Source: an optimization exercise on an open RTL-to-GDS flow (aim: small area, a short achievable clock period and few clock cycles). Production flows keep margins and buffers that such runs may drop.
Where RTL was checked, it was by simulation tests only, not by an equivalence proof against the original.
Only the layout flow was run in runs 5 to 7; the RTL was not checked for function there.
Power figures rest on the tool's default switching activity, not on a simulated workload.

File: flow/design.v
module rfd_bin_decoder (
    input  wire        clk,
    input  wire        rst,         
    input  wire        in_valid,
    input  wire [7:0]  in_byte,
    output wire        in_ready,
    output wire        out_valid,
    input  wire        out_ready,
    output wire        out_ok,
    output wire [7:0]  out_len,
    output wire [15:0] out_pm1,
    output wire [15:0] out_pm2,
    output wire [15:0] out_n,
    output wire [15:0] out_m,
    output wire [15:0] out_g,
    output wire [31:0] out_x,
    output wire [31:0] out_y,
    output wire [31:0] out_z,
    output wire [31:0] out_e,
    output wire [31:0] out_f,
    output wire [7:0]  out_t,
    output wire [31:0] out_s,
    output wire [31:0] out_p,
    output wire [31:0] out_i,
    output wire [31:0] out_j,
    output wire [31:0] out_r,
    output wire [6:0]  out_tlen,
    input  wire [6:0]  text_addr,
    output wire [7:0]  text_byte
);
    localparam [4:0] F_BF1 = 5'd0,  F_BF2 = 5'd1,  F_TL  = 5'd2,  F_N   = 5'd3,
                     F_M   = 5'd4,  F_G   = 5'd5,  F_X   = 5'd6,  F_Y   = 5'd7,
                     F_Z   = 5'd8,  F_E   = 5'd9,  F_F   = 5'd10, F_T   = 5'd11,
                     F_S   = 5'd12, F_P   = 5'd13, F_I   = 5'd14, F_J   = 5'd15,
                     F_R   = 5'd16, F_TXT = 5'd17, F_CK  = 5'd18;
    reg        rec_valid;            
    reg [4:0]  fld;                  
    reg [6:0]  fbyte;                
    reg [7:0]  len;                  
    reg [15:0] bf1, bf2;
    reg [6:0]  tlen;
    reg [7:0]  sum1, sum2;
    reg        ck1_ok, ok;
    reg [15:0] n_r, m_r, g_r;
    reg [31:0] x_r, y_r, z_r, e_r, f_r, s_r, p_r, i_r, j_r, r_r;
    reg [7:0]  t_r;
    reg [7:0]  txt [0:78];
    assign in_ready = !rec_valid || out_ready;
    wire   fire     = in_valid && in_ready;
    wire [7:0]  hb1 = (fld == F_BF1) ? in_byte : bf1[15:8];
    wire [15:0] h1  = {hb1, bf1[7:0]};
    wire        hv2 = h1[12];
    wire        tnz = (fld == F_TL) ? (in_byte != 8'd0) : (tlen != 7'd0);
    wire        v2  = bf1[12];
    function field_present(input [4:0] f);
        case (f)
            F_BF2:   field_present = hv2;
            F_TL:    field_present = hv2 & h1[15];
            F_N:     field_present = h1[0];
            F_M:     field_present = h1[1];
            F_G:     field_present = h1[2];
            F_X:     field_present = h1[3];
            F_Y:     field_present = h1[4];
            F_Z:     field_present = h1[5];
            F_E:     field_present = h1[6];
            F_F:     field_present = h1[8];
            F_T:     field_present = h1[9];
            F_S:     field_present = h1[10];
            F_P:     field_present = h1[11];
            F_I:     field_present = hv2 & bf2[0];
            F_J:     field_present = hv2 & bf2[1];
            F_R:     field_present = hv2 & bf2[2];
            F_TXT:   field_present = h1[15] & (!hv2 | tnz);
            default: field_present = 1'b0;
        endcase
    endfunction
    reg [4:0] next_field;
    integer k, b;
    wire [3:0] bsel = 4'b0001 << fbyte[1:0];
    always @(*) begin
        next_field = F_CK;
        for (k = 17; k >= 1; k = k - 1)
            if (k > fld && field_present(k[4:0]))
                next_field = k[4:0];
    end
    reg last_fbyte;
    always @(*) begin
        case (fld)
            F_BF1, F_BF2, F_N, F_CK: last_fbyte = (fbyte[0] == 1'b1);
            F_TL, F_T:               last_fbyte = 1'b1;
            F_M, F_G:                last_fbyte = !v2 || fbyte[0];
            F_TXT:                   last_fbyte = (fbyte + 7'd1 == tlen);
            default:                 last_fbyte = (fbyte[1:0] == 2'd3);
        endcase
    end
    wire       start  = (fld == F_BF1) && (fbyte == 7'd0);
    wire [7:0] s1_b   = start ? 8'd0 : sum1;
    wire [7:0] s2_b   = start ? 8'd0 : sum2;
    wire [8:0] s1_add = {1'b0, s1_b} + {1'b0, in_byte};
    wire [7:0] s1_nxt = s1_add[7:0] + {7'd0, s1_add[8]};
    wire [8:0] s2_add = {1'b0, s2_b} + {1'b0, s1_nxt};
    wire [7:0] s2_nxt = s2_add[7:0] + {7'd0, s2_add[8]};
    wire [7:0] s1_n   = (&sum1) ? 8'd0 : sum1;
    wire [7:0] s2_n   = (&sum2) ? 8'd0 : sum2;
    always @(posedge clk) begin
        if (rst) begin
            rec_valid <= 1'b0;
            fld       <= F_BF1;
            fbyte     <= 7'd0;
        end else begin
            if (out_ready)
                rec_valid <= 1'b0;
            if (fire) begin
                if (fld == F_CK && fbyte[0]) begin
                    rec_valid <= 1'b1;
                    fld       <= F_BF1;
                    fbyte     <= 7'd0;
                end else if (last_fbyte) begin
                    fld   <= next_field;
                    fbyte <= 7'd0;
                end else begin
                    fbyte <= fbyte + 7'd1;
                end
            end
        end
    end
    always @(posedge clk) begin
        if (fire) begin
            len <= start ? 8'd1 : len + 8'd1;
            if (fld != F_CK) begin
                sum1 <= s1_nxt;
                sum2 <= s2_nxt;
            end
            case (fld)
                F_BF1: begin
                    if (fbyte[0]) begin
                        bf1[15:8] <= in_byte;
                        tlen      <= (in_byte[7] && !in_byte[4]) ? 7'd16 : 7'd0;
                        if (!in_byte[4]) bf2 <= 16'd0;
                    end else begin
                        bf1[7:0] <= in_byte;
                    end
                end
                F_BF2: bf2[fbyte[0]*8 +: 8] <= in_byte;
                F_TL:  tlen <= (in_byte > 8'd79) ? 7'd79 : in_byte[6:0];
                F_M: if (!fbyte[0]) m_r[7:0] <= in_byte;
                F_G: if (!fbyte[0]) g_r[7:0] <= in_byte;
                F_T: t_r <= in_byte;
                F_TXT: txt[fbyte] <= in_byte;
                F_CK: begin
                    if (fbyte[0]) ok <= ck1_ok && (in_byte == s2_n);
                    else          ck1_ok <= (in_byte == s1_n);
                end
                default: ;
            endcase
            for (b = 0; b < 4; b = b + 1) begin
                if (bsel[b]) begin
                    if (b < 2 && fld == F_N) n_r[b*8 +: 8] <= in_byte;
                    if (fld == F_X) x_r[b*8 +: 8] <= in_byte;
                    if (fld == F_Y) y_r[b*8 +: 8] <= in_byte;
                    if (fld == F_Z) z_r[b*8 +: 8] <= in_byte;
                    if (fld == F_E) e_r[b*8 +: 8] <= in_byte;
                    if (fld == F_F) f_r[b*8 +: 8] <= in_byte;
                    if (fld == F_S) s_r[b*8 +: 8] <= in_byte;
                    if (fld == F_P) p_r[b*8 +: 8] <= in_byte;
                    if (fld == F_I) i_r[b*8 +: 8] <= in_byte;
                    if (fld == F_J) j_r[b*8 +: 8] <= in_byte;
                    if (fld == F_R) r_r[b*8 +: 8] <= in_byte;
                end
            end
            if ((fld == F_M) && (fbyte[0] || !v2)) m_r[15:8] <= fbyte[0] ? in_byte : 8'd0;
            if ((fld == F_G) && (fbyte[0] || !v2)) g_r[15:8] <= fbyte[0] ? in_byte : 8'd0;
        end
    end
    assign out_valid = rec_valid;
    assign out_ok    = ok;
    assign out_len   = len;
    assign out_pm1   = bf1;
    assign out_pm2   = bf2;
    assign out_n     = n_r;
    assign out_m     = m_r;
    assign out_g     = g_r;
    assign out_x     = x_r;
    assign out_y     = y_r;
    assign out_z     = z_r;
    assign out_e     = e_r;
    assign out_f     = f_r;
    assign out_t     = t_r;
    assign out_s     = s_r;
    assign out_p     = p_r;
    assign out_i     = i_r;
    assign out_j     = j_r;
    assign out_r     = r_r;
    assign out_tlen  = tlen;
    assign text_byte = (text_addr < tlen) ? txt[text_addr] : 8'd0;
endmodule
File: flow/run.sh
#!/bin/bash
# synth_recipe.tcl (not shown) runs the flow's synth.tcl, then flattens the netlist and writes it again
# the make line also repeats each setting of config.mk as NAME=value (left out here)
make -C /OpenROAD-flow-scripts/flow DESIGN_CONFIG=/design/flow/config.mk WORK_HOME=/design/flow/orfs CLKGATE_MAP_FILE= SYNTH_SCRIPT=/design/flow/synth_recipe.tcl finish
File: flow/config.mk
export PLATFORM = sky130hd
export DESIGN_NAME = rfd_bin_decoder
export DESIGN_NICKNAME = rfd_bin_decoder
export VERILOG_FILES = /design/flow/design.v
export SDC_FILE = /design/flow/constraint.sdc
export NUM_CORES = 4
export LEC_CHECK = 0
export CAP_MARGIN = 20
export CORE_MARGIN = 2
export CORE_UTILIZATION = 40
export PLACE_DENSITY = 0.6
export SETUP_SLACK_MARGIN = 5
export SLEW_MARGIN = 20
File: flow/constraint.sdc
create_clock -name core_clock -period 14.0 [get_ports {clk}]
set_input_delay 2.8000 -clock core_clock [delete_from_list [all_inputs] [get_ports {clk}]]
set_output_delay 2.8000 -clock core_clock [all_outputs]
set_load 0.01 [all_outputs]
==> summary.md, run 1 <==
| Metric | Value |
|---|---|
| Outcome | `complete, no violations` |
| Worst Slack Setup Final | `5.06 ns` |
| Critical path fanouts, max | `90` |
| Critical R2R Launch | `fbyte[0]` |
| GRT Residual Overflow | `0` |
| Met2 Wirelength | `54.6 mm` |
| Die X | `327 µm` |
| Worst Reg-to-Reg Cells | `27` |
| Root buf cell | `clkbuf_16` |
| DRT iter0 DRCs | `2,200` |
| Number of synthesized flops with an enable pin | `1,073` |
| Setup total negative slack | `0 ns` |
| Post-route insts no fill | `4,166` |
| Inserted Clock Buffers | `108` |
| Seq cells post-synth | `1,086` |
| Pre-CTS setup slack | `4.07 ns` |
| Slowest stage delay, CP | `0.62 ns` |
| Leak | `16.4 nW` |
| Critical Path AT | `6.14 ns` |
| Clock latency on the worst-skew pair | `0.69 ns` |
| Hold_ws | `0.585 ns` |
| GP Congestion | `0.876` |
| H-tree depth | `3` |
| Final hold vios | `0` |
| Setup violations, final | `0` |
| Worst EP required | `11.20 ns` |
| Core area | `103,000 µm²` |
| DR top layer | `met5` |
| DRT Wirelength | `115 mm` |
| First-pass GRT wire length | `165 mm` |
| Ports | `453` |
| Kind of critical path | `input port to output port` |
| Post-Syn Instances | `2,190` |
| Ys async rst share | `0%` |
| Pwr dens | `138 nW/µm²` |
| Clock sinks | `1,086` |
| Leading area contributor after synthesis | `edfxtp_1` |
| Post-CTS Hold Buffers | `0` |
| Row Count | `118` |
| Hold Path Stages | `2` |
| Synth top area share | `77.3%` |
| Most frequent CP cell | `buf_12` |
| Final #Nets | `2,748` |
| CTS tree | `yes` |
| Vias in the first global route | `23,400` |
| DP HPWL | `73.6 mm` |
| Hold crit path type | `flip-flop to flip-flop` |
| CP startpoint | `text_addr[1]` |
| WHS Endpoint | `fbyte[6]` |
| Synth Area per Inst | `19.0 µm²` |
| Die area | `107,000 µm²` |
| Min-delay src | `fbyte[6]` |
| Slew Limit Fails | `0` |
| Global-route usage over all layers | `21.1%` |
| Fin Clk Skew | `0.0334 ns` |
| Critical Path End Type | `output port` |
| Vias/cell | `5.55` |
| Max-Cap Viols | `0` |
| Wire per inst | `27.6 µm` |
| Port bufs | `452` |
| Critical path cell sequence | `buf_12 > buf_12 > mux4_2 > a22oi_1 > a21oi_1 > nor4_1 > o22ai_1 > clkdlybuf4s50_1` |
| Period utilization | `63.9%` |
| Slew margin rel. | `24.1%` |
| Clk slew on worst S/H paths | `0.06 ns` |
| Layout cell share with drive strength beyond 1 | `14.8%` |
| CP delay by family, top | `buffers and inverters` |
| # DRC | `0` |
| CP max-delay cell | `nor4_1` |
| Number of routed nets with antenna violations | `0` |
| Initial core utilization | `40.3%` |
| Max Freq | `0.112 GHz` |
| Commonest cells post-synth | `edfxtp_1, nor2_1, mux4_2, a22oi_1, clkbuf_1` |
| Slew @ Worst Pin | `1.13 ns` |
| DRT Pass-1 Iters | `6` |
| Fillers | `8,349` |
| RSZ-0062 raised after global routing | `false` |
| CP bufs+invs | `3` |
| R2r setup slk | `5.92 ns` |
| Die height | `327 µm` |
| Metal3 WL | `11.0 mm` |
| Startpoint Class | `input port` |
| Layout area overhead | `23.7%` |
| Most used DFF post-synth | `edfxtp_1` |
| Mapped Area | `41,700 µm²` |
| Most frequent cell after synthesis | `edfxtp_1` |
| Largest net degree at the start of global routing | `91` |
| Routed vias | `23,100` |
| Yosys warnings | `5` |
| Area contributors post-synth | `edfxtp_1, mux4_2, nor2_1, a22oi_1, ha_1` |
| Reg2reg end | `sum2[6]` |
| Met1 Routed Length | `47.4 mm` |
| Peak supply drop | `0.104 mV` |
| Netlist cell types | `77` |
| Clock Path Buffers | `3` |
| Sequential fraction of the synthesis area | `77.9%` |
| Final min period | `8.94 ns` |
| Initial antenna violation count | `2` |
| Placed Cells incl. Taps | `3,963` |
through the flow:
step / util, % / area (µm²) / total power (W)
after global placement: 46.3 / 47900 / 0.00426
final: 49.8 / 51600 / 0.00711
after detailed placement: 46.3 / 47900 / 0.00427
after floorplan: - / 41700 / 0.00405
after CTS: 49.8 / 51500 / 0.00715
after global routing: 49.8 / 51600 / 0.00733
placed cells by master (no fill, tap or decap), types with 44 or more instances in the layout:
| master | Yosys | final |
|---|---|---|
| nand2_1 | 66 | 66 |
| mux4_2 | 160 | 160 |
| and2_1 | 45 | 44 |
| clkdlybuf4s50_1 | 0 | 441 |
| nor2_1 | 166 | 165 |
| clkbuf_16 | 0 | 112 |
| a21oi_1 | 67 | 67 |
| edfxtp_1 | 1073 | 1073 |
| a22oi_1 | 70 | 70 |
| buf_4 | 1 | 48 |
layer usage:
metal | vias to the layer above | global-route usage [%]
met5 | - | 0
met4 | 2 | 5.00
met3 | 151 | 6.27
met2 | 1050 | 33.3
met1 | 12100 | 28.9
li1 | 9863 | -
kinds of logic (layout without fill, tap and decap cells):
group,count (synthesis),after routing,share of synthesized area [%]
AO/OA/AOI/OAI,279,279,4.54
XOR/XNOR,41,41,0.861
adder cells (fa/ha/maj),33,33,1.03
buffers and inverters,127,720,1.24
flip-flops,1086,1086,77.9
multiplexers,178,178,9.08
other,0,3,0
AND/OR/NAND/NOR,446,446,5.34
worst max-delay path by stage:
stage	endpoint	slack [ns]	depth (start not counted)
detailed placement	text_byte[2]	4.07	8
floorplan	text_byte[2]	6.25	8
CTS	text_byte[2]	4.95	8
global placement	text_byte[2]	4.04	8
finish	text_byte[1]	5.06	8
global route	text_byte[1]	5.00	8
flip-flops by register name (all words and copies together), names as in the netlist, 16 cells and up:
name	flops
e_r	32
f_r	32
g_r	16
x_r	32
s_r	32
r_r	32
bf1	16
i_r	32
bf2	16
y_r	32
z_r	32
j_r	32
p_r	32
n_r	16
m_r	16
txt	632
tightest hold or removal path: cells and delay by family (launching register included):
family | cells | cell delay (ns)
and+or+nand+nor | 1 | 0.09
DFF | 1 | 0.38
AOI/OAI and AO/OA | 1 | 0.07
power by group:
| group | switching (W) | internal [W] | leakage [nW] |
|---|---|---|---|
| clock | 0.00125 | 0.00165 | 1.71 |
| combinational | 0.000341 | 0.000212 | 4.93 |
| sequential | 0.0000414 | 0.00362 | 9.78 |
| total | 0.00163 | 0.00548 | 16.4 |
area by class of cell:
type	count	area, µm²	share of cell area [%]
sequential	1086	32500	63.0
multi-input combinational	977	8810	17.1
timing repair buffer	496	4910	9.52
clock buffer	127	2840	5.50
tap	1380	1730	3.35
clock inverter	70	703	1.36
inverter	27	101	0.196
antenna	3	7.51	0.0146
timing repair:
item,in CTS,in global routing
setup endpoints to repair,8,5
pin swaps,0,0
setup buffers,0,2
gates resized for setup,18,5
gates cloned,0,1
Testbench counts, summed over its fixed seeds: cycles 54,262.
==> run 2, diff against run 1 <==
--- a/flow/config.mk
+++ b/flow/config.mk
@@ -9,5 +9,4 @@
 export CORE_MARGIN = 2
 export CORE_UTILIZATION = 40
 export PLACE_DENSITY = 0.6
-export SETUP_SLACK_MARGIN = 5
 export SLEW_MARGIN = 20
==> summary.md, run 2 <==
| Metric | Value |
|---|---|
| Final hold vios | `0 (unchanged)` |
| Area contributors post-synth | `edfxtp_1, mux4_2, nor2_1, a22oi_1, ha_1` |
| Clock latency on the worst-skew pair | `0.70 ns (about the same)` |
| Ports | `453 (unchanged)` |
| CP max-delay cell | `buf_4` |
| Outcome | `complete, no violations` |
| Critical Path AT | `7.12 ns (+0.98 ns)` |
| GRT Residual Overflow | `0 (unchanged)` |
| RSZ-0062 raised after global routing | `false` |
| Clock sinks | `1,086 (unchanged)` |
| Post-route cell area | `51,500 µm² (-0.26%)` |
| Max-Cap Viols | `0 (unchanged)` |
| Mux cell area share after synthesis | `9.08% (unchanged)` |
| Setup total negative slack | `0 ns (unchanged)` |
| Most frequent cell after synthesis | `edfxtp_1` |
| Post-route total power | `0.00711 W (about the same)` |
| Top reg by flops | `txt` |
| Pwr dens | `138 nW/µm² (+0.20%)` |
| DRT Wirelength | `115 mm (-0.43%)` |
| DRT Pass-1 Iters | `5 (-1)` |
| Slew margin rel. | `23.0% (-1.1 points)` |
| Netlist cell types | `77 (unchanged)` |
| CP bufs+invs | `3 (unchanged)` |
| Fillers | `8,362 (+0.16%)` |
| Final min period | `9.92 ns (+0.976 ns)` |
| Fin Clk Skew | `0.0356 ns (+0.00223 ns)` |
| Vias/cell | `5.56 (+0.10%)` |
| Final core utilization | `49.7% (-0.13 points)` |
| Placed Cells incl. Taps | `3,963 (unchanged)` |
| Setup repair bufs after CTS | `0 (unchanged)` |
| Commonest cells post-synth | `edfxtp_1, nor2_1, mux4_2, a22oi_1, clkbuf_1` |
| Inserted Clock Buffers | `108 (unchanged)` |
| Setup violations, final | `0 (unchanged)` |
| Final #Nets | `2,745 (-0.11%)` |
| Seq cells post-synth | `1,086 (unchanged)` |
| Post-Synth Adder-Cell Area | `1.03% (unchanged)` |
| Clock Path Buffers | `3 (unchanged)` |
| Worst EP required | `11.20 ns (about the same)` |
| Root buf cell | `clkbuf_16` |
| Row Count | `118 (unchanged)` |
| Post_cts resized | `0 (-18)` |
| Kind of critical path | `input port to output port` |
| Global-route usage over all layers | `21.1% (about the same)` |
| DRT iter0 DRCs | `2,066 (-6.1%)` |
| Slowest stage delay, CP | `0.91 ns (+0.29 ns)` |
| Routed vias | `23,100 (+0.0043%)` |
| Vias in the first global route | `23,400 (-0.094%)` |
| Synth Area per Inst | `19.0 µm² (unchanged)` |
| Post-synthesis compound-gate area fraction | `4.54% (unchanged)` |
| Die area | `107,000 µm² (unchanged)` |
| Mapped Area | `41,700 µm² (unchanged)` |
| Max reg flops | `632 (unchanged)` |
| CTS tree | `yes` |
| Slew Limit Fails | `0 (unchanged)` |
| Commonest non-fill, non-tap cell in the layout | `edfxtp_1` |
| Initial antenna violation count | `2 (unchanged)` |
| H-tree depth | `3 (unchanged)` |
| Die height | `327 µm (unchanged)` |
| CP delay by family, top | `buffers and inverters` |
| Most frequent cells in the layout | `edfxtp_1, clkdlybuf4s50_1, nor2_1` |
| Leading area contributor after synthesis | `edfxtp_1` |
| Clk slew on worst S/H paths | `0.06 ns (about the same)` |
| Post-route insts no fill | `4,162 (-0.096%)` |
| Post-CTS Hold Buffers | `0 (unchanged)` |
| Initial core utilization | `40.3% (unchanged)` |
| Max Freq | `0.101 GHz (-9.8%)` |
| Ys async rst share | `0% (unchanged)` |
| Largest net degree at the start of global routing | `91 (unchanged)` |
| Number of routed nets with antenna violations | `0 (unchanged)` |
| Placed cell areas | `47,900 µm² (unchanged)` |
| Critical path fanouts, max | `90 (unchanged)` |
| Sequential fraction of the synthesis area | `77.9% (unchanged)` |
| Leak | `16.4 nW (-0.35%)` |
| First-pass GRT wire length | `165 mm (about the same)` |
| Critical Path End Type | `output port` |
| XOR/XNOR Fraction of Synth Area | `0.861% (unchanged)` |
| Most used DFF post-synth | `edfxtp_1` |
| Peak supply drop | `0.104 mV (+0.57%)` |
| Startpoint Class | `input port` |
| Number of synthesized flops with an enable pin | `1,073 (unchanged)` |
| Period utilization | `70.9% (+7.0 points)` |
| # DRC | `0 (unchanged)` |
| Slew @ Worst Pin | `1.15 ns (+0.0166 ns)` |
| Layout cell share with drive strength beyond 1 | `14.4% (-0.34 points)` |
| Layout area overhead | `23.4%` |
| R2r setup slk | `5.90 ns (-0.02 ns)` |
| DP HPWL | `73.6 mm (unchanged)` |
| Port bufs | `452 (unchanged)` |
| Post-Syn Instances | `2,190 (unchanged)` |
| Critical path cell sequence | `buf_6 > buf_4 > mux4_2 > a22oi_1 > a21oi_1 > nor4_1 > o22ai_1 > clkdlybuf4s50_1` |
| Yosys warnings | `5 (unchanged)` |
| Main combinational cell family by area after synthesis | `multiplexers` |
| Wire per inst | `27.5 µm (-0.33%)` |
| Hold crit path type | `flip-flop to flip-flop` |
| Core area | `103,000 µm² (unchanged)` |
| Synth top area share | `77.3% (unchanged)` |
| GP Congestion | `0.876 (unchanged)` |
| Die X | `327 µm (unchanged)` |
| Simple-gate share of the synthesized area | `5.34% (unchanged)` |
[run 2: cell counts after synthesis]
No cell type changed its count.
[run 2: worst reg2reg max path, cell delays in order, from the launching register on]
cell and delay [ns]:
dfxtp_2 0.60, inv_1 0.69, ha_1 0.63, inv_1 0.29, or4_1 0.91, and2_1 0.31, ha_1 0.22, fa_1 0.44
a211oi_1 0.23, o21bai_1 0.11, a21oi_1 0.25, nor2b_1 0.07, o21ai_0 0.17, nand2b_1 0.12, ha_1 0.23, ha_1 0.22
xor2_1 0.27, ha_1 0.32, nor2b_1 0.17, o31a_1 0.27, o31a_1 0.26, o21ai_0 0.19, nand2b_1 0.12, ha_1 0.22
ha_1 0.20, and2_1 0.15, nand4_1 0.10, xnor2_1 0.08
[run 2: path summary, 6_finish.rpt]
| kind | from | to | cells after the start |
|---|---|---|---|
| max | text_addr[1] | text_byte[2] | 8 |
| min | fbyte[6] | fbyte[6] | 2 |
| min reg2reg | fbyte[6] | fbyte[6] | 2 |
| max reg2reg | fbyte[0] | sum2[6] | 27 |
[run 2: cells by family (layout without fill, tap and decap cells)]
logic type	Yosys count	count (layout)
buf+inv	127	717
xor+xnor	41	41
flops	1086	1086
other cells	0	2
compound gates	279	279
mux	178	178
simple gates	446	446
fa+ha+maj	33	33
[run 2: area by class of cell]
cell class / instances / area, µm² / area share (%)
multi-input combinational: 977 / 8780 / 17.1
clock inverter: 70 / 703 / 1.37
tap: 1380 / 1730 / 3.36
inverter: 27 / 101 / 0.197
clock buffer: 127 / 2840 / 5.52
timing repair buffer: 493 / 4820 / 9.37
antenna: 2 / 5.00 / 0.00973
sequential: 1086 / 32500 / 63.1
[run 2: metrics by stage]
stage | hold WS (ns) | worst slack (ns)
after floorplan | 0.602 | 6.25
after global placement | 0.548 | 4.04
after detailed placement | 0.558 | 4.07
after CTS | 0.568 | 4.05
after global routing | 0.622 | 3.77
final | 0.579 | 4.08
[run 2: report_power, final]
part / switching (W) / internal [W] / leakage [nW] / total [W]
Combinational: 0.000339 / 0.000209 / 4.87 / 0.000548
Sequential: 0.0000411 / 0.00362 / 9.78 / 0.00366
Clock: 0.00125 / 0.00165 / 1.71 / 0.00290
[run 2: layer usage]
metal  up-vias  GRT usage [%]  part of all wire, %
met5         -              0               0.0087
met4         2           5.03                  1.9
met3       157           6.12                  9.9
met2      1056           33.3                   47
met1     12100           29.0                   41
li1       9846              -                    -
==> run 3, diff against run 2 <==
==> flow/flow/run.sh (new file) <==
#!/bin/bash
# Standard ORFS layout (the standard.sh, unchanged synthesis) with three
# layout knobs: port buffers use the small buf_1 cell, CTS inserts no dummy
# loads, and repair_timing aims for a larger setup margin so the
# text_addr -> text_byte path is sized for speed.
set -euo pipefail
MARGIN=$(cat flow/margin.txt)
bash standard.sh \
  'BUFFER_PORTS_ARGS=-buffer_cell sky130_fd_sc_hd__buf_1' \
  "CTS_ARGS=-sink_clustering_enable -repair_clock_nets -dont_use_dummy_load -buf_list {$(cat flow/ctsbufs.txt)}" \
  "SETUP_SLACK_MARGIN=${MARGIN}" \
  finish > make_finish.log 2>&1
==> flow/flow/ctsbufs.txt (new file) <==
sky130_fd_sc_hd__clkbuf_4 sky130_fd_sc_hd__clkbuf_8
==> flow/flow/margin.txt (new file) <==
7
==> flow/standard.sh (new file) <==
#!/bin/bash
# synth_recipe.tcl (not shown) runs the flow's synth.tcl, then flattens the netlist and writes it again
# the make line also repeats each setting of config.mk as NAME=value (left out here)
make -C /OpenROAD-flow-scripts/flow DESIGN_CONFIG=/design/flow/config.mk WORK_HOME=/design/flow/orfs CLKGATE_MAP_FILE= SYNTH_SCRIPT=/design/flow/synth_recipe.tcl "${@:-finish}"
removed: flow/run.sh
==> summary.md, run 3 <==
| Metric | Value |
|---|---|
| Port bufs | `452 (unchanged)` |
| Pwr dens | `130 nW/µm² (-5.7%)` |
| Ports | `453 (unchanged)` |
| Critical Path End Type | `output port` |
| Clock sinks | `1,086 (unchanged)` |
| Startpoint Class | `input port` |
| Placed Cells incl. Taps | `3,961 (-0.050%)` |
| Setup violations, final | `0 (unchanged)` |
| CP max-delay cell | `mux4_2` |
| Root buf cell | `clkbuf_8` |
| Worst EP required | `11.20 ns (about the same)` |
| Peak supply drop | `0.101 mV (-3.0%)` |
| Max Freq | `0.129 GHz (+28%)` |
| Slew @ Worst Pin | `1.15 ns (-0.00642 ns)` |
| Commonest cells post-synth | `edfxtp_1, nor2_1, mux4_2, a22oi_1, clkbuf_1` |
| Initial antenna violation count | `1 (-1)` |
| Final min period | `7.74 ns (-2.18 ns)` |
| Global-route usage over all layers | `21.3% (+0.17 points)` |
| Top reg by flops | `txt` |
| Most frequent CP cell | `clkbuf_16` |
| DRT iter0 DRCs | `2,269 (+9.8%)` |
| CP startpoint | `text_addr[0]` |
| Critical R2R Launch | `fld[0]` |
| Synth Area per Inst | `19.0 µm² (unchanged)` |
| Critical path cell sequence | `clkbuf_16 > clkbuf_16 > buf_4 > mux4_2 > a22oi_1 > a21oi_1 > a211oi_2 > a21o_1 > o22ai_1 > buf_2` |
| First-pass GRT wire length | `166 mm (+0.46%)` |
| Largest net degree at the start of global routing | `92 (+1.1%)` |
| Critical Path AT | `4.94 ns (-2.18 ns)` |
| Mapped Area | `41,700 µm² (unchanged)` |
| Vias/cell | `5.66 (+2.0%)` |
| GP Congestion | `0.871 (-0.53%)` |
| Worst setup endpoint | `text_byte[6]` |
| Wire per inst | `27.7 µm (+0.52%)` |
| Yosys warnings | `5 (unchanged)` |
| Post-Syn Instances | `2,190 (unchanged)` |
| Leak | `15.3 nW (-6.7%)` |
| Inserted Clock Buffers | `166 (+54%)` |
| Layout area overhead | `17.6%` |
| Most frequent cells in the layout | `edfxtp_1, buf_1, clkbuf_8` |
| Kind of critical path | `input port to output port` |
| Worst Reg-to-Reg Cells | `26 (-3.7%)` |
| Die height | `327 µm (unchanged)` |
| DRT Wirelength | `116 mm (+1.0%)` |
| Outcome | `complete, no violations` |
| Most frequent cell after synthesis | `edfxtp_1` |
| Core area | `103,000 µm² (unchanged)` |
| R2r setup slk | `7.34 ns (+1.44 ns)` |
| Most used DFF post-synth | `edfxtp_1` |
| Netlist cell types | `77 (unchanged)` |
| Synth top area share | `77.3% (unchanged)` |
| H-tree depth | `4 (+1)` |
| Clk slew on worst S/H paths | `0.06 ns (about the same)` |
| Initial core utilization | `40.3% (unchanged)` |
| Hold crit path type | `flip-flop to flip-flop` |
| Ys async rst share | `0% (unchanged)` |
| Final #Nets | `2,856 (+4.0%)` |
| Die X | `327 µm (unchanged)` |
| Routed vias | `23,700 (+2.5%)` |
| Final core utilization | `47.4% (-2.3 points)` |
| Critical path fanouts, max | `6 (-93%)` |
| Number of synthesized flops with an enable pin | `1,073 (unchanged)` |
| Reg2reg end | `sum2[6]` |
| CTS tree | `yes` |
| Post-CTS Hold Buffers | `0 (unchanged)` |
| Slew Limit Fails | `0 (unchanged)` |
| Commonest non-fill, non-tap cell in the layout | `edfxtp_1` |
| Max-Cap Viols | `0 (unchanged)` |
| Sequential fraction of the synthesis area | `77.9% (unchanged)` |
| Clock latency on the worst-skew pair | `0.85 ns (+0.15 ns)` |
| # DRC | `0 (unchanged)` |
| Die area | `107,000 µm² (unchanged)` |
| DP HPWL | `69.4 mm (-5.7%)` |
| ANT cells | `0 (-2)` |
| DRT Pass-1 Iters | `5 (unchanged)` |
| Clock Path Buffers | `3 (unchanged)` |
| RSZ-0062 raised after global routing | `true` |
| GRT Residual Overflow | `0 (unchanged)` |
| Final hold vios | `0 (unchanged)` |
| Slew margin rel. | `23.7% (+0.71 points)` |
| Period utilization | `55.3% (-16 points)` |
| Area contributors post-synth | `edfxtp_1, mux4_2, nor2_1, a22oi_1, ha_1` |
| Seq cells post-synth | `1,086 (unchanged)` |
| Vias in the first global route | `23,900 (+2.1%)` |
| Fin Clk Skew | `0.130 ns (+0.0944 ns)` |
| Setup total negative slack | `0 ns (unchanged)` |
| Layout cell share with drive strength beyond 1 | `20.2% (+5.7 points)` |
| Slowest stage delay, CP | `0.55 ns (-0.36 ns)` |
| Leading area contributor after synthesis | `edfxtp_1` |
| Max reg flops | `632 (unchanged)` |
| Post-route insts no fill | `4,182 (+0.48%)` |
| Number of routed nets with antenna violations | `0 (unchanged)` |
| Row Count | `118 (unchanged)` |
## run 3: cell counts after synthesis
Identical to the previous run, type by type.
## run 3: worst min path at each step
| stage | startpoint | endpoint | cells after the start |
|---|---|---|---|
| floorplan | fbyte[6] | fbyte[6] | 3 |
| global route | fbyte[6] | fbyte[6] | 2 |
| CTS | fbyte[6] | fbyte[6] | 2 |
| global placement | fbyte[6] | fbyte[6] | 2 |
| finish | fbyte[6] | fbyte[6] | 2 |
| detailed placement | fbyte[6] | fbyte[6] | 2 |
## run 3: critical path: cells and delay by family
| family | cells | cell delay [ns] |
|---|---|---|
| buffers and inverters | 4 | 0.64 |
| AOI/OAI and AO/OA | 5 | 0.93 |
| muxes | 1 | 0.55 |
## run 3: report_power, final
| group | internal (W) | switching [W] |
|---|---|---|
| Combinational | 0.000237 | 0.000361 |
| Sequential | 0.00362 | 0.0000426 |
| Clock | 0.00104 | 0.00108 |
| Total | 0.00490 | 0.00148 |
## run 3: layer usage
layer,up-vias,part of all wire [%],GRT usage (%)
li1,9974,-,-
met1,12300,41,28.9
met2,1217,48,34.3
met3,158,8.9,5.28
met4,0,2.1,5.64
met5,-,0,0
## run 3: cell families after synthesis
family                   Yosys count  synth area share (%)
flip-flops                      1086                  77.9
AND/OR/NAND/NOR                  446                  5.34
buffers and inverters            127                  1.24
multiplexers                     178                  9.08
adder cells (fa/ha/maj)           33                  1.03
XOR/XNOR                          41                 0.861
AO/OA/AOI/OAI                    279                  4.54
## run 3: through the flow
stage	setup WS [ns]	hold slack [ns]	area (µm²)	total power, W
detailed placement	4.27	0.554	45100	0.00425
CTS	6.32	0.566	48800	0.00640
global route	6.23	0.595	49000	0.00659
global placement	4.26	0.550	45100	0.00424
finish	6.26	0.572	49000	0.00639
floorplan	6.85	0.602	41900	0.00406
## run 3: layout make-up
class | instances | area (µm²)
sequential | 1086 | 32500
inverter | 27 | 105
timing repair buffer | 545 | 3090
clock buffer | 166 | 2280
multi-input combinational | 978 | 9330
tap | 1380 | 1730
fill | 8629 | 54500
## run 3: repair_timing
action / in CTS / in global routing
cloned: 19 / 2
buffers inserted: 32 / 2
pin swaps: 31 / 19
gates resized for setup: 125 / 33
setup endpoints to repair: 16 / 15
==> run 4, diff against run 3 <==
--- a/flow/flow/run.sh
+++ b/flow/flow/run.sh
@@ -7,6 +7,6 @@
 MARGIN=$(cat flow/margin.txt)
 bash standard.sh \
   'BUFFER_PORTS_ARGS=-buffer_cell sky130_fd_sc_hd__buf_1' \
-  "CTS_ARGS=-sink_clustering_enable -repair_clock_nets -dont_use_dummy_load -buf_list {$(cat flow/ctsbufs.txt)}" \
+  'CTS_ARGS=-sink_clustering_enable -repair_clock_nets -dont_use_dummy_load' \
   "SETUP_SLACK_MARGIN=${MARGIN}" \
   finish > make_finish.log 2>&1
removed: flow/flow/ctsbufs.txt
==> summary.md, run 4 <==
| Metric | Value |
|---|---|
| Outcome | `complete, no violations` |
| DRT Pass-1 Iters | `5 (unchanged)` |
| Synth Area per Inst | `19.0 µm² (unchanged)` |
| Post-Syn Instances | `2,190 (unchanged)` |
| Critical path fanouts, max | `7 (+1)` |
| Hold crit path type | `flip-flop to flip-flop` |
| Root buf cell | `clkbuf_16` |
| Leading area contributor after synthesis | `edfxtp_1` |
| Number of routed nets with antenna violations | `0 (unchanged)` |
| Row Count | `118 (unchanged)` |
| Setup violations, final | `0 (unchanged)` |
| RSZ-0062 raised after global routing | `true` |
| Startpoint Class | `input port` |
| CP max-delay cell | `mux4_2` |
| Slew @ Worst Pin | `1.14 ns (-0.00587 ns)` |
| Fin Clk Skew | `0.0855 ns (-0.0445 ns)` |
| ANT cells | `0 (unchanged)` |
| Critical Path End Type | `output port` |
| Commonest cells post-synth | `edfxtp_1, nor2_1, mux4_2, a22oi_1, clkbuf_1` |
| Netlist cell types | `77 (unchanged)` |
| Final hold vios | `0 (unchanged)` |
| Inserted Clock Buffers | `105 (-37%)` |
| Most frequent cell after synthesis | `edfxtp_1` |
| Ys async rst share | `0% (unchanged)` |
| Most used DFF post-synth | `edfxtp_1` |
| Worst Slack Setup Final | `6.28 ns (+0.0246 ns)` |
| Layout area overhead | `18.1%` |
| Slowest stage delay, CP | `0.49 ns (-0.06 ns)` |
| Critical Path AT | `4.92 ns (-0.02 ns)` |
| Global Route met2 Usage | `34.3% (about the same)` |
| DRT Wirelength | `115 mm (-0.19%)` |
| Clk slew on worst S/H paths | `0.06 ns (about the same)` |
| Clock Path Buffers | `3 (unchanged)` |
| Max Freq | `0.130 GHz (+0.32%)` |
| Die X | `327 µm (unchanged)` |
| Kind of critical path | `input port to output port` |
| Initial antenna violation count | `1 (unchanged)` |
| Stages on worst setup path | `10 (unchanged)` |
| Vias/cell | `5.69 (+0.46%)` |
| Number of synthesized flops with an enable pin | `1,073 (unchanged)` |
| Period utilization | `55.1% (-0.18 points)` |
| CP bufs+invs | `5 (+1)` |
| Hold Path Stages | `2 (unchanged)` |
| Worst EP required | `11.20 ns (about the same)` |
| Slew margin rel. | `23.8% (+0.16 points)` |
| Met3 usage | `4.61% (-0.67 points)` |
| Die area | `107,000 µm² (unchanged)` |
| Sequential fraction of the synthesis area | `77.9% (unchanged)` |
| Area contributors post-synth | `edfxtp_1, mux4_2, nor2_1, a22oi_1, ha_1` |
| Largest net degree at the start of global routing | `92 (unchanged)` |
| Yosys warnings | `5 (unchanged)` |
| Peak supply drop | `0.108 mV (+7.4%)` |
| Vias in the first global route | `23,500 (-1.6%)` |
| Placed Cells incl. Taps | `3,961 (unchanged)` |
| Routed vias | `23,500 (-0.96%)` |
| Ports | `453 (unchanged)` |
| Layout cell share with drive strength beyond 1 | `18.0% (-2.2 points)` |
| CTS tree | `yes` |
| Grt peak-use layer | `met2` |
| Seq cells post-synth | `1,086 (unchanged)` |
| Global-route usage over all layers | `21.1% (-0.13 points)` |
| Fillers | `8,580 (-0.57%)` |
| Met1 global-route usage | `29.0% (+0.11 points)` |
| Clock latency on the worst-skew pair | `0.70 ns (-0.15 ns)` |
| First-pass GRT wire length | `165 mm (-0.51%)` |
| Post-route insts no fill | `4,123 (-1.4%)` |
| Multi-input logic area | `9260 µm² (-0.78%)` |
| Die height | `327 µm (unchanged)` |
| H-tree depth | `3 (-1)` |
| Pre-CTS setup slack | `4.27 ns (unchanged)` |
| Final #Nets | `2,797 (-2.1%)` |
| Slew Limit Fails | `0 (unchanged)` |
| Core area | `103,000 µm² (unchanged)` |
| Max-Cap Viols | `0 (unchanged)` |
| Initial core utilization | `40.3% (unchanged)` |
| Mapped Area | `41,700 µm² (unchanged)` |
| Setup total negative slack | `0 ns (unchanged)` |
| Clock sinks | `1,086 (unchanged)` |
| Critical path cell sequence | `clkbuf_16 > buf_6 > buf_16 > buf_6 > mux4_2 > a22oi_2 > a21oi_4 > nor4_4 > o22ai_1 > buf_4` |
| Max reg flops | `632 (unchanged)` |
| GP Congestion | `0.871 (unchanged)` |
| Leak | `15.3 nW (+0.51%)` |
| DP HPWL | `69.4 mm (unchanged)` |
| Worst Reg-to-Reg Cells | `27 (+3.8%)` |
| Synth top area share | `77.3% (unchanged)` |
| DRT iter0 DRCs | `2,426 (+6.9%)` |
| Final min period | `7.72 ns (-0.0246 ns)` |
| CP delay by family, top | `buffers and inverters` |
| Most frequent cells in the layout | `edfxtp_1, buf_1, nor2_1` |
| GRT Residual Overflow | `0 (unchanged)` |
| Commonest non-fill, non-tap cell in the layout | `edfxtp_1` |
| Port bufs | `452 (unchanged)` |
| FF+latch area | `32,500 µm² (about the same)` |
| Top reg by flops | `txt` |
| Most frequent CP cell | `buf_6` |
| Pwr dens | `135 nW/µm² (+3.8%)` |
| # DRC | `0 (unchanged)` |
| Wire per inst | `28.0 µm (+1.2%)` |
## run 4: area by class of cell
cell class / count / area share [%]
tap: 1380 / 3.51
inverter: 27 / 0.213
timing repair buffer: 547 / 6.19
clock buffer: 105 / 5.34
multi-input combinational: 978 / 18.8
sequential: 1086 / 66.0
## run 4: path summary, 6_finish.rpt
path	from	end	slack (ns)
max	text_addr[0]	text_byte[2]	6.28
min reg2reg	fbyte[6]	fbyte[6]	0.57
min	fbyte[6]	fbyte[6]	0.57
max reg2reg	fbyte[0]	sum2[6]	7.34
## run 4: report_power, final
part	internal [W]	total, W	leakage, nW	switching, W
registers	0.00362	0.00366	9.78	0.0000425
logic	0.000237	0.000597	4.27	0.000360
clock network	0.00131	0.00240	1.29	0.00109
## run 4: worst reg2reg max path, delay by kind of cell (launching register included)
kind            cells  cell delay, ns
compound gates      7            1.32
xor+xnor            2            0.33
fa+ha+maj           8            2.07
buf+inv             2            0.44
flops               1            0.61
simple gates        8            1.63
## run 4: logic make-up (layout without fill, tap and decap cells)
| group | count (synthesis) | count (layout) | synth area share (%) |
|---|---|---|---|
| DFF | 1086 | 1086 | 77.9 |
| muxes | 178 | 178 | 9.08 |
| AOI/OAI and AO/OA | 279 | 279 | 4.54 |
| buffers and inverters | 127 | 679 | 1.24 |
| and+or+nand+nor | 446 | 447 | 5.34 |
| xor gates and xnor gates | 41 | 41 | 0.861 |
| adders and majority gates | 33 | 33 | 1.03 |
## run 4: layer usage
metal | vias to the layer above | routed length [µm] | share of wire, %
li1 | 9892 | - | -
met1 | 12200 | 46600 | 40
met2 | 1176 | 55600 | 48
met3 | 163 | 10600 | 9.2
met4 | 0 | 2620 | 2.3
met5 | - | 0 | 0
## run 4: stage by stage
stage                     total power (W)  util, %  cell area (µm²)  hold slack (ns)
after CTS                         0.00667     47.3            49000            0.567
after global placement            0.00424     43.6            45100            0.550
after floorplan                   0.00406        -            41900            0.602
after global routing              0.00684     47.6            49200            0.595
final                             0.00666     47.6            49200            0.571
after detailed placement          0.00425     43.6            45100            0.554
## run 4: repair_timing
item                       4_1_cts  5_1_grt
cloned                          18        1
setup buffers                   30        8
hold endpoints to repair         0        0
pin swaps                       24       20
setup endpoints to repair       16       14
hold buffers                     0        0
gates resized for setup        109       34
==> run 5, diff against run 4 <==
--- a/flow/design.v
+++ b/flow/design.v
@@ -192,5 +192,46 @@
     assign out_j     = j_r;
     assign out_r     = r_r;
     assign out_tlen  = tlen;
-    assign text_byte = (text_addr < tlen) ? txt[text_addr] : 8'd0;
+    wire [7:0]  sel_lo = 8'b1 << text_addr[2:0];
+    wire [15:0] hi_dec = 16'b1 << text_addr[6:3];
+    wire        in_txt = (text_addr < tlen);
+    wire [9:0]  sel_hi = hi_dec[9:0] & {10{in_txt}};
+    wire [79:0] rows;
+    genvar gr;
+    generate
+        for (gr = 0; gr < 10; gr = gr + 1) begin : g_row
+            wire [63:0] d;
+            genvar gc;
+            for (gc = 0; gc < 8; gc = gc + 1) begin : g_col
+                if (gr * 8 + gc < 79) begin : g_on
+                    assign d[gc*8 +: 8] = txt[gr * 8 + gc];
+                end else begin : g_off
+                    assign d[gc*8 +: 8] = 8'd0;
+                end
+            end
+            rfd_sel8 u_row (.d(d), .sel(sel_lo), .q(rows[gr*8 +: 8]));
+        end
+    endgenerate
+    rfd_sel10 u_col (.d(rows), .sel(sel_hi), .q(text_byte));
 endmodule
+module rfd_sel8 (
+    input  wire [63:0] d,
+    input  wire [7:0]  sel,
+    output wire [7:0]  q
+);
+    assign q = (d[ 7: 0] & {8{sel[0]}}) | (d[15: 8] & {8{sel[1]}}) |
+               (d[23:16] & {8{sel[2]}}) | (d[31:24] & {8{sel[3]}}) |
+               (d[39:32] & {8{sel[4]}}) | (d[47:40] & {8{sel[5]}}) |
+               (d[55:48] & {8{sel[6]}}) | (d[63:56] & {8{sel[7]}});
+endmodule
+module rfd_sel10 (
+    input  wire [79:0] d,
+    input  wire [9:0]  sel,
+    output wire [7:0]  q
+);
+    assign q = (d[ 7: 0] & {8{sel[0]}}) | (d[15: 8] & {8{sel[1]}}) |
+               (d[23:16] & {8{sel[2]}}) | (d[31:24] & {8{sel[3]}}) |
+               (d[39:32] & {8{sel[4]}}) | (d[47:40] & {8{sel[5]}}) |
+               (d[55:48] & {8{sel[6]}}) | (d[63:56] & {8{sel[7]}}) |
+               (d[71:64] & {8{sel[8]}}) | (d[79:72] & {8{sel[9]}});
+endmodule
--- a/flow/flow/run.sh
+++ b/flow/flow/run.sh
@@ -7,6 +7,6 @@
 MARGIN=$(cat flow/margin.txt)
 bash standard.sh \
   'BUFFER_PORTS_ARGS=-buffer_cell sky130_fd_sc_hd__buf_1' \
-  'CTS_ARGS=-sink_clustering_enable -repair_clock_nets -dont_use_dummy_load' \
+  "CTS_ARGS=-sink_clustering_enable -repair_clock_nets -dont_use_dummy_load -buf_list {$(cat flow/ctsbufs.txt)}" \
   "SETUP_SLACK_MARGIN=${MARGIN}" \
   finish > make_finish.log 2>&1
==> flow/flow/ctsbufs.txt (new file) <==
sky130_fd_sc_hd__clkbuf_4 sky130_fd_sc_hd__clkbuf_8
--- a/flow/config.mk
+++ b/flow/config.mk
@@ -10,3 +10,4 @@
 export CORE_UTILIZATION = 40
 export PLACE_DENSITY = 0.6
 export SLEW_MARGIN = 20
+export SYNTH_HIERARCHICAL = 1
==> summary.md, run 5 <==
| Metric | Value |
|---|---|
| Critical Path End Type | `output port` |
| Root buf cell | `clkbuf_8` |
| Global-route usage over all layers | `22.1% (+0.96 points)` |
| Area contributors post-synth | `edfxtp_1, a22oi_1, nor2_1, nand4_1, ha_1` |
| Layout area overhead | `15.7%` |
| Slew margin rel. | `28.5% (+4.7 points)` |
| Most frequent cell after synthesis | `edfxtp_1` |
| First-pass GRT wire length | `167 mm (+0.98%)` |
| Hold crit path type | `flip-flop to flip-flop` |
| Pre-CTS setup slack | `5.03 ns (+0.763 ns)` |
| Critical Path AT | `5.11 ns (+0.19 ns)` |
| Worst Slack Setup Final | `6.09 ns (-0.195 ns)` |
| Placed cell areas | `43,700 µm² (-3.3%)` |
| Netlist cell types | `73 (-5.2%)` |
| Most frequent cells in the layout | `edfxtp_1, buf_1, a22oi_1` |
| Top reg by flops | `txt` |
| H-tree depth | `4 (+1)` |
| Vias in the first global route | `24,700 (+5.3%)` |
| Max-Cap Viols | `0 (unchanged)` |
| Inserted Clock Buffers | `175 (+67%)` |
| Port bufs | `452 (unchanged)` |
| Fin Clk Skew | `0.0874 ns (+0.00186 ns)` |
| Post-route cell area | `46,800 µm² (-4.9%)` |
| RSZ-0062 raised after global routing | `true` |
| # DRC | `0 (unchanged)` |
| Synth Area per Inst | `17.2 µm² (-9.5%)` |
| Leak | `14.4 nW (-5.9%)` |
| Largest net degree at the start of global routing | `87 (-5.4%)` |
| DRT iter0 DRCs | `2,501 (+3.1%)` |
| Slew @ Worst Pin | `1.07 ns (-0.0666 ns)` |
| Setup total negative slack | `0 ns (unchanged)` |
| Die height | `322 µm (-1.5%)` |
| Commonest cells post-synth | `edfxtp_1, a22oi_1, nor2_1, nand4_1, clkbuf_1` |
| Final min period | `7.91 ns (+0.195 ns)` |
| Worst EP required | `11.20 ns (about the same)` |
| Row Count | `116 (-1.7%)` |
| Initial core utilization | `40.4% (+0.13 points)` |
| Clock latency on the worst-skew pair | `0.87 ns (+0.17 ns)` |
| Synth top area share | `79.6% (+2.3 points)` |
| Critical path fanouts, max | `6 (-1)` |
| Layout cell share with drive strength beyond 1 | `11.8% (-6.2 points)` |
| Clk slew on worst S/H paths | `0.05 ns (about the same)` |
| Post-route total power | `0.00649 W (-2.6%)` |
| Final hold vios | `0 (unchanged)` |
| CTS tree | `yes` |
| Sequential fraction of the synthesis area | `80.3% (+2.4 points)` |
| Initial antenna violation count | `4 (+3)` |
| Slew Limit Fails | `0 (unchanged)` |
| Mapped Area | `40,500 µm² (-2.9%)` |
| Clock Path Buffers | `3 (unchanged)` |
| Period utilization | `56.5% (+1.4 points)` |
| DRT Wirelength | `118 mm (+1.9%)` |
| GP Congestion | `0.854 (-1.9%)` |
| Max reg flops | `632 (unchanged)` |
| Commonest non-fill, non-tap cell in the layout | `edfxtp_1` |
| Die area | `104,000 µm² (-2.9%)` |
| Seq cells post-synth | `1,086 (unchanged)` |
| Wire per inst | `27.9 µm (-0.34%)` |
| Post-Syn Instances | `2,350 (+7.3%)` |
| DRT Pass-1 Iters | `5 (unchanged)` |
| Most used DFF post-synth | `edfxtp_1` |
| DP HPWL | `71.5 mm (+3.0%)` |
| Ports | `453 (unchanged)` |
| Kind of critical path | `input port to output port` |
| Pwr dens | `139 nW/µm² (+2.5%)` |
| GRT Residual Overflow | `0 (unchanged)` |
| Ys async rst share | `0% (unchanged)` |
| Routed vias | `24,600 (+4.6%)` |
| Yosys warnings | `11 (+6)` |
| Startpoint Class | `input port` |
| Max Freq | `0.126 GHz (-2.5%)` |
| Clock sinks | `1,086 (unchanged)` |
| Vias/cell | `5.83 (+2.4%)` |
| Peak supply drop | `0.0975 mV (-10%)` |
| Number of routed nets with antenna violations | `0 (unchanged)` |
| Leading area contributor after synthesis | `edfxtp_1` |
| Setup violations, final | `0 (unchanged)` |
| Final #Nets | `2,970 (+6.2%)` |
| Core area | `100,000 µm² (-3.2%)` |
| Die X | `322 µm (-1.5%)` |
| Number of synthesized flops with an enable pin | `1,073 (unchanged)` |
| Outcome | `complete, no violations` |
-- run 5: cell types whose count changed after synthesis, moves of 12 or more --
cell,delta
o21ai_0,-14
a22oi_1,+282
and2_1,-13
a21oi_1,-32
nand4_1,+84
nor4_1,-12
mux4_2,-160
buf_1,+34
-- run 5: timing repair --
action | 4_1_cts | 5_1_grt
gates cloned | 2 | 3
buffers inserted | 13 | 10
gates resized for setup | 76 | 23
endpoints found under the setup margin | 16 | 16
hold buffers | 0 | 0
pin swaps | 22 | 32
endpoints found under the hold margin | 0 | 0
-- run 5: path summary, 6_finish.rpt --
check               startpoint            to  slack (ns)  depth (start not counted)
setup / recovery  text_addr[1]  text_byte[7]        6.09                         12
setup reg to reg        fld[0]       sum2[7]        7.45                         28
hold / removal        fbyte[5]      fbyte[5]        0.58                          2
hold reg to reg       fbyte[5]      fbyte[5]        0.58                          2
-- run 5: cell families after synthesis --
| logic type | after synthesis | synth area share (%) |
|---|---|---|
| flops | 1086 | 80.3 |
| simple gates | 525 | 6.68 |
| compound gates | 500 | 9.18 |
| buf+inv | 152 | 1.56 |
| xor+xnor | 42 | 0.977 |
| fa+ha+maj | 34 | 1.09 |
| mux | 10 | 0.247 |
| other cells | 1 | 0.00927 |
-- run 5: layer usage --
metal | wire length, µm | GRT usage [%] | vias to the layer above
li1 | - | - | 10500
met1 | 46100 | 28.6 | 12500
met2 | 56300 | 35.6 | 1340
met3 | 11200 | 6.14 | 262
met4 | 4010 | 8.07 | 4
met5 | 34 | 0 | -
-- run 5: per-stage QoR --
stage,util [%],hold slack [ns],cells
2_1_floorplan,-,0.496,2357
3_3_place_gp,43.6,0.564,4010
3_5_place_dp,43.6,0.570,4010
4_1_cts,46.5,0.578,4200
5_1_grt,46.7,0.598,4214
6_report,46.7,0.578,4215
-- run 5: area by class of cell --
class / count / area [µm²]
diodes: 2 / 5.00
clock buffers: 175 / 2410
fillers: 8586 / 53300
inverters: 17 / 67.6
multi-input cells: 1121 / 7760
flip-flops and latches: 1086 / 32500
well taps: 1298 / 1620
repair buffers: 516 / 2470
-- run 5: critical path, cell delays in order --
cell and delay, ns:
buf_12 0.11, ha_4 0.22, a21o_1 0.15, a21o_1 0.17, a21o_1 0.17, a21o_1 0.18, a21o_4 0.26, a21oi_4 0.30
a22o_1 0.29, a221oi_2 0.05, nand4_1 0.21, buf_2 0.19
-- run 5: per-module statistics from Yosys (local to each module, per instance) --
| module | cells | copies in the design | area, µm² | flip-flops and latches |
|---|---|---|---|---|
| rfd_sel10 | 58 | 1 | 493 | 0 |
| rfd_sel8 | 48 | 10 | 320 | 0 |
| rfd_bin_decoder | 1812 | 1 | 36800 | 1086 |
-- run 5: report_power, final --
| group | switching [W] | total (W) | internal [W] |
|---|---|---|---|
| Combinational | 0.000390 | 0.000617 | 0.000227 |
| Sequential | 0.0000502 | 0.00368 | 0.00363 |
| Clock | 0.00109 | 0.00218 | 0.00109 |
| Total | 0.00153 | 0.00649 | 0.00496 |
==> run 6, diff against run 5 <==
--- a/flow/config.mk
+++ b/flow/config.mk
@@ -7,7 +7,7 @@
 export LEC_CHECK = 0
 export CAP_MARGIN = 20
 export CORE_MARGIN = 2
-export CORE_UTILIZATION = 40
-export PLACE_DENSITY = 0.6
+export CORE_UTILIZATION = 60
+export PLACE_DENSITY = 0.72
 export SLEW_MARGIN = 20
 export SYNTH_HIERARCHICAL = 1
==> summary.md, run 6 <==
| Metric | Value |
|---|---|
| Outcome | `complete, no violations` |
| ANT cells | `0 (-2)` |
| Startpoint Class | `input port` |
| Layout cell share with drive strength beyond 1 | `11.2% (-0.55 points)` |
| Inserted Clock Buffers | `165 (-5.7%)` |
| CTS tree | `yes` |
| Vias in the first global route | `24,600 (-0.34%)` |
| RSZ-0062 raised after global routing | `true` |
| DRT Wirelength | `112 mm (-4.8%)` |
| Initial antenna violation count | `0 (-4)` |
| Die area | `69,500 µm² (-33%)` |
| Critical path fanouts, max | `7 (+1)` |
| Pre-CTS setup slack | `5.15 ns (+0.119 ns)` |
| Max-Cap Viols | `0 (unchanged)` |
| Slew margin rel. | `22.7% (-5.8 points)` |
| Row Count | `95 (-18%)` |
| First-pass GRT wire length | `163 mm (-2.5%)` |
| DRT iter0 DRCs | `2,887 (+15%)` |
| Critical Path End Type | `output port` |
| Clock sinks | `1,086 (unchanged)` |
| Synth Area per Inst | `17.2 µm² (unchanged)` |
| Max Freq | `0.126 GHz (about the same)` |
| GRT Residual Overflow | `0 (unchanged)` |
| Clk slew on worst S/H paths | `0.05 ns (about the same)` |
| Critical Path AT | `5.11 ns (about the same)` |
| Reg2reg end | `sum2[7]` |
| Period utilization | `56.5% (about the same)` |
| Synth top area share | `79.6% (unchanged)` |
| Port bufs | `452 (unchanged)` |
| Largest net degree at the start of global routing | `93 (+6.9%)` |
| Worst setup endpoint | `text_byte[1]` |
| Ports | `453 (unchanged)` |
| Core area | `66,900 µm² (-33%)` |
| Hold crit path type | `flip-flop to flip-flop` |
| Worst Slack Setup Final | `6.09 ns (+0.00294 ns)` |
| R2r setup slk | `7.33 ns (-0.12 ns)` |
| Worst Reg-to-Reg Cells | `31 (+11%)` |
| DP HPWL | `69.7 mm (-2.5%)` |
| Yosys warnings | `11 (unchanged)` |
| Clock Path Buffers | `3 (unchanged)` |
| Final #Nets | `2,953 (-0.57%)` |
| Netlist cell types | `73 (unchanged)` |
| Leak | `14.4 nW (-0.57%)` |
| Ys async rst share | `0% (unchanged)` |
| Mapped Area | `40,500 µm² (unchanged)` |
| Root buf cell | `clkbuf_8` |
| Leading area contributor after synthesis | `edfxtp_1` |
| Fin Clk Skew | `0.0754 ns (-0.0119 ns)` |
| Commonest cells post-synth | `edfxtp_1, a22oi_1, nor2_1, nand4_1, clkbuf_1` |
| Peak supply drop | `0.102 mV (+4.4%)` |
| Most frequent cell after synthesis | `edfxtp_1` |
| # DRC | `0 (unchanged)` |
| Layout area overhead | `14.0%` |
| Kind of critical path | `input port to output port` |
| CP startpoint | `text_addr[1]` |
| Setup total negative slack | `0 ns (unchanged)` |
| Final min period | `7.91 ns (-0.00294 ns)` |
| Die X | `264 µm (-18%)` |
| Most frequent cells in the layout | `edfxtp_1, buf_1, a22oi_1` |
| Top reg by flops | `txt` |
| Slew @ Worst Pin | `1.16 ns (+0.0874 ns)` |
| Clock latency on the worst-skew pair | `0.81 ns (-0.06 ns)` |
| Post-Syn Instances | `2,350 (unchanged)` |
| Placed cell areas | `43,100 µm² (-1.3%)` |
| Vias/cell | `6.60 (+13%)` |
| Die height | `264 µm (-18%)` |
| Setup violations, final | `0 (unchanged)` |
| Post-route cell area | `46,100 µm² (-1.5%)` |
| Most used DFF post-synth | `edfxtp_1` |
| Global-route usage over all layers | `32.0% (+9.9 points)` |
| Final hold vios | `0 (unchanged)` |
| Initial core utilization | `60.5% (+20 points)` |
| Max reg flops | `632 (unchanged)` |
| Slew Limit Fails | `0 (unchanged)` |
| H-tree depth | `4 (unchanged)` |
| Area contributors post-synth | `edfxtp_1, a22oi_1, nor2_1, nand4_1, ha_1` |
| Sequential fraction of the synthesis area | `80.3% (unchanged)` |
| DRT Pass-1 Iters | `8 (+3)` |
| Pwr dens | `139 nW/µm² (about the same)` |
| Routed vias | `24,900 (+1.3%)` |
| Worst EP required | `11.20 ns (about the same)` |
| Seq cells post-synth | `1,086 (unchanged)` |
| Wire per inst | `29.7 µm (+6.4%)` |
| Commonest non-fill, non-tap cell in the layout | `edfxtp_1` |
| GP Congestion | `0.893 (+4.6%)` |
| Number of synthesized flops with an enable pin | `1,073 (unchanged)` |
| Critical R2R Launch | `fbyte[0]` |
| Number of routed nets with antenna violations | `0 (unchanged)` |
## run 6: how the worst min path moves through the flow
stage	startpoint	end	slack [ns]	cells after the start
after floorplan	fbyte[5]	fbyte[5]	0.50	2
after global placement	fbyte[5]	fbyte[5]	0.54	2
after detailed placement	fbyte[5]	fbyte[5]	0.56	2
after CTS	fbyte[5]	fbyte[5]	0.57	2
after global routing	fbyte[5]	fbyte[5]	0.59	2
final	fbyte[5]	fbyte[5]	0.57	2
## run 6: kinds of logic after synthesis
group / Yosys count / synth area share [%]
AO/OA/AOI/OAI: 500 / 9.18
XOR/XNOR: 42 / 0.977
adder cells (fa/ha/maj): 34 / 1.09
buffers and inverters: 152 / 1.56
flip-flops: 1086 / 80.3
multiplexers: 10 / 0.247
other: 1 / 0.00927
AND/OR/NAND/NOR: 525 / 6.68
## run 6: report_power, final
part / leakage (nW) / total (W) / switching [W] / internal (W)
Combinational: 3.39 / 0.000626 / 0.000400 / 0.000227
Sequential: 9.79 / 0.00368 / 0.0000455 / 0.00363
Clock: 1.19 / 0.00209 / 0.00106 / 0.00104
Total: 14.4 / 0.00640 / 0.00150 / 0.00489
## run 6: per-module statistics from Yosys, one instance, submodules excluded
module	flops+latches	cells
rfd_sel10	0	58
rfd_bin_decoder	1086	1812
rfd_sel8	0	48
## run 6: critical path, stage by stage
cell      delay [ns]
buf_12          0.11
ha_4            0.22
a21o_1          0.17
a21o_1          0.17
a21o_1          0.17
a21o_1          0.21
a21o_4          0.28
a211oi_4        0.30
buf_12          0.18
a22oi_1         0.11
nand4_1         0.20
buf_2           0.17
## run 6: metrics by stage
step                power [W]  utilization, %  cells  hold WS (ns)
finish                0.00640            68.9   3771         0.570
global route          0.00659            68.9   3771         0.591
CTS                   0.00636            68.5   3759         0.566
detailed placement    0.00429            64.4   3581         0.559
global placement      0.00427            64.4   3581         0.537
floorplan             0.00409               -   2357         0.496
## run 6: what timing repair did
item | CTS | global route
gates resized for setup | 64 | 27
pin swaps | 23 | 30
gates cloned | 2 | 0
buffers inserted | 11 | 11
hold buffers | 0 | 0
setup endpoints to repair | 15 | 15
## run 6: area by class of cell
class                           count  area [µm²]
Sequential cell                  1086       32500
Inverter                           17        63.8
Timing Repair Buffer              510        2370
Fill cell                        4393       20800
Multi-Input combinational cell   1120        7850
Clock buffer                      165        2270
Tap cell                          873        1090
## run 6: metal layers
| metal | GRT usage [%] | up-vias | wire, µm |
|---|---|---|---|
| met5 | 0 | - | 0 |
| met4 | 11.6 | 0 | 3800 |
| met3 | 8.50 | 236 | 13100 |
| met2 | 50.3 | 1650 | 53400 |
| met1 | 43.8 | 12600 | 41700 |
| li1 | - | 10400 | - |
==> run 7, diff against run 6 <==
--- a/flow/design.v
+++ b/flow/design.v
@@ -194,8 +194,20 @@
     assign out_tlen  = tlen;
     wire [7:0]  sel_lo = 8'b1 << text_addr[2:0];
     wire [15:0] hi_dec = 16'b1 << text_addr[6:3];
-    wire        in_txt = (text_addr < tlen);
-    wire [9:0]  sel_hi = hi_dec[9:0] & {10{in_txt}};
+    reg  [9:0]  row_full, row_part;
+    reg  [7:0]  lo_mask;
+    integer q;
+    always @(*) begin
+        for (q = 0; q < 10; q = q + 1) begin
+            row_full[q] = (q < tlen[6:3]);
+            row_part[q] = (q == tlen[6:3]);
+        end
+        for (q = 0; q < 8; q = q + 1)
+            lo_mask[q] = (q < tlen[2:0]);
+    end
+    wire [9:0]  sel_hi;
+    rfd_rowsel u_rowsel (.hi_dec(hi_dec[9:0]), .sel_lo(sel_lo), .row_full(row_full),
+                         .row_part(row_part), .lo_mask(lo_mask), .sel_hi(sel_hi));
     wire [79:0] rows;
     genvar gr;
     generate
@@ -235,3 +247,14 @@
                (d[55:48] & {8{sel[6]}}) | (d[63:56] & {8{sel[7]}}) |
                (d[71:64] & {8{sel[8]}}) | (d[79:72] & {8{sel[9]}});
 endmodule
+module rfd_rowsel (
+    input  wire [9:0] hi_dec,
+    input  wire [7:0] sel_lo,
+    input  wire [9:0] row_full,
+    input  wire [9:0] row_part,
+    input  wire [7:0] lo_mask,
+    output wire [9:0] sel_hi
+);
+    wire lo_ok = |(sel_lo & lo_mask);
+    assign sel_hi = hi_dec & (row_full | (row_part & {10{lo_ok}}));
+endmodule
--- a/flow/config.mk
+++ b/flow/config.mk
@@ -7,7 +7,7 @@
 export LEC_CHECK = 0
 export CAP_MARGIN = 20
 export CORE_MARGIN = 2
-export CORE_UTILIZATION = 60
-export PLACE_DENSITY = 0.72
+export CORE_UTILIZATION = 40
+export PLACE_DENSITY = 0.6
 export SLEW_MARGIN = 20
 export SYNTH_HIERARCHICAL = 1
==> summary.md, run 7 <==
| Metric | Value |
|---|---|
| Outcome | `complete, no violations` |
| Kind of critical path | `input port to output port` |
| Core area | `100,000 µm² (+50%)` |
| Die area | `104,000 µm² (+50%)` |
| Max reg flops | `632 (unchanged)` |
| Largest net degree at the start of global routing | `116 (+25%)` |
| Number of routed nets with antenna violations | `0 (unchanged)` |
| Clock Path Buffers | `3 (unchanged)` |
| Post-CTS Hold Buffers | `0 (unchanged)` |
| # DRC | `0 (unchanged)` |
| Ys async rst share | `0% (unchanged)` |
| Post-synthesis compound-gate area fraction | `9.37% (+0.19 points)` |
| Die X | `323 µm (+22%)` |
| Layout area overhead | `17.7%` |
| Fillers | `8,587 (+95%)` |
| Multi-input logic area | `8040 µm² (+2.4%)` |
| Pwr dens | `136 nW/µm² (-2.0%)` |
| DRT Pass-1 Iters | `8 (unchanged)` |
| Critical Path AT | `4.91 ns (-0.20 ns)` |
| Setup total negative slack | `0 ns (unchanged)` |
| Startpoint Class | `input port` |
| Inserted Clock Buffers | `173 (+4.8%)` |
| Worst Slack Setup Final | `6.29 ns (+0.200 ns)` |
| Clk slew on worst S/H paths | `0.06 ns (about the same)` |
| Final core utilization | `47.7% (-21 points)` |
| Vias/cell | `5.82 (-12%)` |
| Fin Clk Skew | `0.0942 ns (+0.0188 ns)` |
| Most frequent cell after synthesis | `edfxtp_1` |
| Sw power | `0.00155 W (+3.1%)` |
| Mapped Area | `40,700 µm² (+0.51%)` |
| Most frequent cells in the layout | `edfxtp_1, buf_1, a22oi_1` |
| Final #Nets | `3,050 (+3.3%)` |
| Post-Synth Adder-Cell Area | `0.898% (-0.19 points)` |
| Max Freq | `0.130 GHz (+2.6%)` |
| Placed Cells incl. Taps | `4,124 (+15%)` |
| DRT iter0 DRCs | `2,942 (+1.9%)` |
| Clock power frac | `33.5% (+0.8 points)` |
| Combinational power share | `10.0% (+0.2 points)` |
| DRT Wirelength | `126 mm (+13%)` |
| GRT Residual Overflow | `0 (unchanged)` |
| Final min period | `7.71 ns (-0.200 ns)` |
| Row Count | `116 (+22%)` |
| Root buf cell | `clkbuf_8` |
| Sequential fraction of the synthesis area | `79.9% (-0.41 points)` |
| Pre-CTS setup slack | `4.43 ns (-0.723 ns)` |
| Routed vias | `25,400 (+2.0%)` |
| Final hold vios | `0 (unchanged)` |
| GP Congestion | `0.924 (+3.4%)` |
| H-tree depth | `4 (unchanged)` |
run 7: cell types whose count changed after synthesis, sizes merged, moves of 5 or more:
cell	previous run	this run
o32ai	1	9
o311ai	0	5
xor2	17	25
a21o	13	7
and2	33	10
or3	13	5
inv	16	26
nor2	169	208
o21ai	29	36
nor2b	14	24
o21a	10	1
buf	59	64
nand2	63	81
ha	32	26
run 7: path summary, 6_finish.rpt:
kind | startpoint | endpoint | cells after the start
setup / recovery | text_addr[2] | text_byte[7] | 11
hold / removal | rec_valid | rec_valid | 2
setup reg to reg | fld[3] | sum2[7] | 32
hold reg to reg | rec_valid | rec_valid | 2
run 7: worst max-delay path: cells and delay by family:
family | cells | cell delay (ns)
buffers and inverters | 5 | 0.76
AOI/OAI and AO/OA | 3 | 0.55
and+or+nand+nor | 3 | 0.78
run 7: metal layers:
layer / wire [µm] / global-route usage (%) / up-vias / share of wire (%)
met5: 13 / 0 / - / 0.010
met4: 4170 / 8.13 / 2 / 3.3
met3: 13400 / 6.61 / 248 / 11
met2: 60200 / 37.7 / 1468 / 48
met1: 48500 / 30.4 / 12900 / 38
li1: - / - / 10700 / -
run 7: what timing repair did:
action                                  CTS  global route
endpoints found under the setup margin    9            10
resized for setup                       122            23
setup buffers                            18            17
pin swaps                                43            33
gates cloned                             17             9
run 7: layout make-up:
class,instances,area share [%]
sequential,1086,67.8
multi-input combinational,1174,16.8
timing repair buffer,542,6.63
clock buffer,173,4.97
tap,1357,3.55
inverter,26,0.220
antenna,1,0.00523
run 7: through the flow:
step                power (W)  area [µm²]  hold WS [ns]
finish                0.00650       47900         0.579
detailed placement    0.00432       43900         0.571
floorplan             0.00410       40800         0.573
global route          0.00672       47900         0.626
global placement      0.00430       43900         0.553
CTS                   0.00651       47500         0.579
run 7: Yosys stat by module, one instance, submodules excluded:
module	cells	flops+latches	area [µm²]
rfd_bin_decoder	1844	1086	36800
rfd_rowsel	36	0	175
rfd_sel10	58	0	493
rfd_sel8	48	0	320
run 7: cells by family after synthesis:
kind of cell,Yosys count
AND/OR/NAND/NOR,557
other,1
adder cells (fa/ha/maj),28
AO/OA/AOI/OAI,515
multiplexers,10
buffers and inverters,169
XOR/XNOR,52
flip-flops,1086
run 7: power by group through the flow:
stage / logic [W] / registers (W) / clock network, W
2_1_floorplan: 0.000373 / 0.00372 / 0
3_3_place_gp: 0.000559 / 0.00374 / 0
3_5_place_dp: 0.000578 / 0.00374 / 0
4_1_cts: 0.000619 / 0.00367 / 0.00222
5_1_grt: 0.000702 / 0.00368 / 0.00234
6_report: 0.000653 / 0.00367 / 0.00218

Check on run 7: ideal ports give 6.289 ns setup slack; a clkbuf_16 on the clock port and buf_2 on the inputs give 6.155 ns; moving port delays by the midpoint clock arrival (0.871 ns) as well gives 6.155 ns.
